From an optimization exercise on the open Yosys and OpenROAD flow, aimed at small area; shortcuts taken in it are not production practice. Only simulation tests tie the RTL to the original design; equivalence was not proved. The flow treats the clock pin as an ideal source, which a real chip does not have. No activity file was given, so power comes from the tool's default toggle rates.

==> v26: inputs <==
==> flow/design.v <==
module deframer #(
    parameter MAX_LEN = 128                    
) (
    input  wire                   clk,
    input  wire                   rst,             
    input  wire                   in_vld,
    input  wire                   in_bit,
    input  wire [15:0]            cfg_sync,
    input  wire                   cfg_has_crc,
    input  wire                   cfg_check_crc,
    input  wire [15:0]            cfg_poly,
    output reg                    ev_valid,
    output wire [1:0]             ev_kind,         
    output wire                   ev_ok,
    output wire [7:0]             ev_len,
    output wire [8*MAX_LEN-1:0]   ev_data,         
    output wire [15:0]            ev_crc_calc,
    output wire [15:0]            ev_crc_recv
);
    localparam [1:0] ST_SEARCH  = 2'd0,
                     ST_LENGTH  = 2'd1,
                     ST_PAYLOAD = 2'd2,
                     ST_TRAILER = 2'd3;
    reg  [1:0]  st;
    reg  [15:0] sr;            
    reg  [2:0]  bcnt;          
    reg  [6:0]  kcnt;          
    reg  [7:0]  len;
    reg  [15:0] crc;           
    reg         mism;          
    reg  [8*MAX_LEN-1:0] pbuf;
    wire [15:0] shifted   = {sr[14:0], in_bit};
    wire        byte_end  = (bcnt == 3'd7);
    wire [7:0]  kcnt_inc  = {1'b0, kcnt} + 8'd1;
    wire        last_byte = (kcnt_inc == len);
    wire        verify_en = cfg_has_crc & cfg_check_crc;
    wire        match = ev_valid ? ({15'd0, in_bit} == cfg_sync)
                                 : (shifted == cfg_sync);
    wire [15:0] crc_next = {crc[14:0], 1'b0} ^ (cfg_poly & {16{crc[15] ^ in_bit}});
    wire        step  = in_vld & ~rst;
    wire        pay   = (st == ST_PAYLOAD);
    wire        stb   = step & byte_end;
    wire        wr    = stb & pay;
    wire [7:0]  even_byte = kcnt[0] ? shifted[15:8] : shifted[7:0];
    wire [15:0] pair_data = {shifted[7:0], even_byte};
    genvar k;
    generate
        for (k = 0; k < MAX_LEN / 2; k = k + 1) begin : g_pair
            wire sel  = pay & (kcnt[6:1] == k);
            wire hold = ~sel;
            wire load = sel & stb;
            always @(posedge clk)
                pbuf[16*k +: 16] <= (pbuf[16*k +: 16] & {16{hold}})
                                  | (pair_data & {16{load}});
        end
    endgenerate
    assign ev_data     = pbuf;
    assign ev_len      = len;
    wire   alloc_fail  = (len > MAX_LEN);
    assign ev_kind     = {alloc_fail, mism};
    assign ev_ok       = ~(alloc_fail | mism);
    assign ev_crc_calc = crc;
    assign ev_crc_recv = sr;
    always @(posedge clk) begin
        if (rst) begin
            st       <= ST_SEARCH;
            sr       <= 16'd0;
            ev_valid <= 1'b0;
        end else begin
            ev_valid <= 1'b0;
            if (ev_valid && !in_vld)
                sr <= 16'd0;
            if (in_vld) begin
                case (st)
                    ST_SEARCH: begin
                        sr   <= ev_valid ? {15'd0, in_bit} : shifted;
                        bcnt <= 3'd0;
                        if (match) begin
                            crc <= 16'hFFFF;
                            st  <= ST_LENGTH;
                        end
                    end
                    ST_LENGTH: begin
                        sr   <= shifted;
                        crc  <= crc_next;
                        bcnt <= bcnt + 3'd1;
                        kcnt <= 7'd0;
                        if (byte_end) begin
                            len <= shifted[7:0];
                            if (shifted[7:0] > MAX_LEN) begin
                                ev_valid <= 1'b1;
                                mism     <= 1'b0;
                                st       <= ST_SEARCH;
                            end else if (shifted[7:0] == 8'd0) begin
                                if (cfg_has_crc) begin
                                    st <= ST_TRAILER;
                                end else begin
                                    ev_valid <= 1'b1;
                                    mism     <= 1'b0;
                                    st       <= ST_SEARCH;
                                end
                            end else begin
                                st <= ST_PAYLOAD;
                            end
                        end
                    end
                    ST_PAYLOAD: begin
                        sr   <= shifted;
                        crc  <= crc_next;
                        bcnt <= bcnt + 3'd1;
                        if (byte_end) begin
                            if (last_byte) begin
                                kcnt <= 7'd0;
                                if (cfg_has_crc) begin
                                    st <= ST_TRAILER;
                                end else begin
                                    ev_valid <= 1'b1;
                                    mism     <= 1'b0;
                                    st       <= ST_SEARCH;
                                end
                            end else begin
                                kcnt <= kcnt_inc[6:0];
                            end
                        end
                    end
                    default: begin  
                        sr   <= shifted;
                        bcnt <= bcnt + 3'd1;
                        if (byte_end) begin
                            kcnt[0] <= 1'b1;
                            if (kcnt[0]) begin
                                ev_valid <= 1'b1;
                                mism     <= verify_en && crc != shifted;
                                st       <= ST_SEARCH;
                            end
                        end
                    end
                endcase
            end
        end
    end
endmodule
==> flow/flow/run.sh <==
#!/bin/bash
# Standard ORFS layout (the standard.sh) with:
#  - port buffers made from the smallest buffer cell,
#  - clock tree from clkbuf_8 leaves without dummy loads,
#  - leaf clock buffers with a high estimated clock-pin slew upsized
#    after CTS (flow/post_cts.tcl).
set -euo pipefail
here=$(pwd)
bash standard.sh \
  'BUFFER_PORTS_ARGS=-buffer_cell sky130_fd_sc_hd__buf_1' \
  'CTS_ARGS=-sink_clustering_enable -repair_clock_nets -dont_use_dummy_load -buf_list sky130_fd_sc_hd__clkbuf_8 -sink_clustering_size 20 -sink_clustering_max_diameter 40' \
  "POST_CTS_TCL=$here/flow/post_cts.tcl" \
  finish > flow_standard.log 2>&1
==> flow/flow/post_cts.tcl <==
# Upsize clock leaf buffers whose flip-flop clock pins have a high
# estimated slew, then legalize the placement again.
estimate_parasitics -placement
set limit 0.108
set worst [dict create]
foreach pin [all_registers -clock_pins -edge_triggered] {
  set w 0
  foreach e {rise fall} {
    foreach a {min max} {
      set s [get_property $pin slew_${a}_$e]
      if {$s > $w} { set w $s }
    }
  }
  set drv [get_pins -of_objects [get_nets -of_objects $pin] -filter "direction==output"]
  set inst [get_full_name [get_cells -of_objects $drv]]
  if {![dict exists $worst $inst] || [dict get $worst $inst] < $w} { dict set worst $inst $w }
}
set n 0
foreach inst [dict keys $worst] {
  set w [dict get $worst $inst]
  set master [get_property [get_cells $inst] ref_name]
  if {$w > $limit && $master ne "sky130_fd_sc_hd__clkbuf_16"} {
    puts "post_cts: $inst ($master) clock pin slew $w, upsized"
    replace_cell [get_cells $inst] sky130_fd_sc_hd__clkbuf_16
    incr n
  }
}
puts "post_cts: upsized $n clock buffers"
if {$n > 0} {
  detailed_placement
  check_placement -verbose
  estimate_parasitics -placement
}
==> flow/standard.sh <==
#!/bin/bash
# synth_recipe.tcl (not shown) runs the flow's synth.tcl, then flattens the netlist and writes it again
# the make line also repeats each setting of config.mk as NAME=value (left out here)
make -C /OpenROAD-flow-scripts/flow DESIGN_CONFIG=/design/flow/config.mk WORK_HOME=/design/flow/orfs CLKGATE_MAP_FILE= SYNTH_SCRIPT=/design/flow/synth_recipe.tcl "${@:-finish}"
==> flow/config.mk <==
export PLATFORM = sky130hd
export DESIGN_NAME = deframer
export DESIGN_NICKNAME = deframer
export VERILOG_FILES = /design/flow/design.v
export SDC_FILE = /design/flow/constraint.sdc
export NUM_CORES = 4
export LEC_CHECK = 0
export CAP_MARGIN = 20
export CORE_AREA = 2.3 2.72 467.7 107.28
export DIE_AREA = 0 0 470 110
export SLEW_MARGIN = 20
==> flow/constraint.sdc <==
create_clock -name core_clock -period 10.0 [get_ports {clk}]
set_input_delay 2.0000 -clock core_clock [delete_from_list [all_inputs] [get_ports {clk}]]
set_output_delay 2.0000 -clock core_clock [all_outputs]
set_load 0.01 [all_outputs]
==> inputs of v5, as changes to v26 <==
--- a/flow/flow/run.sh
+++ b/flow/flow/run.sh
@@ -8,6 +8,6 @@
 here=$(pwd)
 bash standard.sh \
   'BUFFER_PORTS_ARGS=-buffer_cell sky130_fd_sc_hd__buf_1' \
-  'CTS_ARGS=-sink_clustering_enable -repair_clock_nets -dont_use_dummy_load -buf_list sky130_fd_sc_hd__clkbuf_8 -sink_clustering_size 20 -sink_clustering_max_diameter 40' \
+  'CTS_ARGS=-sink_clustering_enable -repair_clock_nets -dont_use_dummy_load -buf_list sky130_fd_sc_hd__clkbuf_8 -sink_clustering_size 18 -sink_clustering_max_diameter 50' \
   "POST_CTS_TCL=$here/flow/post_cts.tcl" \
   finish > flow_standard.log 2>&1
--- a/flow/flow/post_cts.tcl
+++ b/flow/flow/post_cts.tcl
@@ -1,7 +1,7 @@
 # Upsize clock leaf buffers whose flip-flop clock pins have a high
 # estimated slew, then legalize the placement again.
 estimate_parasitics -placement
-set limit 0.108
+set limit 0.115
 set worst [dict create]
 foreach pin [all_registers -clock_pins -edge_triggered] {
   set w 0
==> inputs of v15, as changes to v26 <==
==> flow/flow/run.sh (replaced) <==
#!/bin/bash
# Standard ORFS layout (the standard.sh) with:
#  - port buffers made from the smallest buffer cell,
#  - clock tree from clkbuf_8 leaves (up to 16 sinks) without dummy loads,
#  - leaf clock buffers with a high estimated clock-pin slew upsized
#    after CTS (flow/post_cts.tcl).
set -euo pipefail
here=$(pwd)
bash standard.sh \
  'BUFFER_PORTS_ARGS=-buffer_cell sky130_fd_sc_hd__buf_1' \
  'CTS_ARGS=-sink_clustering_enable -repair_clock_nets -dont_use_dummy_load -buf_list sky130_fd_sc_hd__clkbuf_8 -sink_clustering_size 16 -sink_clustering_max_diameter 50' \
  "POST_CTS_TCL=$here/flow/post_cts.tcl" \
  finish > flow_standard.log 2>&1
--- a/flow/flow/post_cts.tcl
+++ b/flow/flow/post_cts.tcl
@@ -1,7 +1,7 @@
 # Upsize clock leaf buffers whose flip-flop clock pins have a high
 # estimated slew, then legalize the placement again.
 estimate_parasitics -placement
-set limit 0.108
+set limit 0.098
 set worst [dict create]
 foreach pin [all_registers -clock_pins -edge_triggered] {
   set w 0
CAP_MARGIN = 5   (was 20)
SLEW_MARGIN = 5   (was 20)
==> summary of the runs <==
- The highest cell count belongs to v15, the lowest to v26.
- Area after synthesis is the same in v15 and v5.
- Maximum frequency, lowest first: v5, v15, v26.
- Of v5 and v15, v15 has the higher clock power (gap 13%, measured against v15).
- In combinational power, v15 and v5 hardly differ.
- v5 produced a clean layout. v26 completed with no timing, DRC or antenna violations. v15 finished with timing, DRC and antenna clean.
==> figures <==
|  | v26 | v15 | v5 |
|---|---|---|---|
| Worst hold-check slack | 451.4 ps | 448.8 ps | 453.6 ps |
| Detailed-routing wirelength on met1 | 44990 um | 45930 um | 45570 um |
| Post-layout min period | 3995 ps | 4058 ps | 4073 ps |
| Clock transition at the register clock pins on the worst setup and hold paths after CTS | 90 ps | 70 ps | 110 ps |
| Result of the run | no timing/DRC/antenna violations | no timing/DRC/antenna violations | no timing/DRC/antenna violations |
| Data required time at the worst endpoint | 8000 ps | 10380 ps | 10360 ps |
| Transition time at the pin with the least slew margin | 1220 ps | 1238 ps | 1202 ps |
| Share of power burned in the clock network | 34.5% | 33.5% | 30.4% |
| DR WL met3 | 12900 um | 12230 um | 12290 um |
| Cell area reported after detailed placement | 38240 um2 | 38240 um2 | 38240 um2 |
| Standby leakage power | 20.30 nW | 20.22 nW | 20.13 nW |
| Met3 layer usage reported by global route | 10.18% | 9.893% | 9.500% |

==> port drivers added, routing unchanged <==
The flow's constraints put no driver on any port. The routed layouts listed below were extracted and timed again, unchanged, in two steps.
Step 1, drivers: a clkbuf_16 drives clk and a buf_2 each remaining input, both assumed.
Step 2 moves the port delays by t, midway between the first and last clock arrival at a register: inputs arrive t later, outputs are due t later. That takes back most of the time a late clock gives input paths.
a / b / c = ideal ports / drivers / drivers and shift; a / b = the first two.
| run | t, ns | setup slack, ns | worst setup path after step 2 | latest minus earliest clock arrival (ns) | pins driven straight from the clock port |
|---|---|---|---|---|---|
| v26 | 0.836 | 6.005 / 5.937 / 5.221 | input to register | 0.043 / 0.044 | 1 |
| v5 | 0.759 | 5.927 / 5.968 / 5.209 | input to register | 0.067 / 0.066 | 1 |
| v15 | 0.766 | 5.942 / 5.971 / 5.216 | input to register | 0.080 / 0.080 | 1 |
After both steps setup and hold are still met in every run listed. The setup slack of v26, which loses most, moves by -0.068 ns with the drivers and by -0.784 ns with both steps.
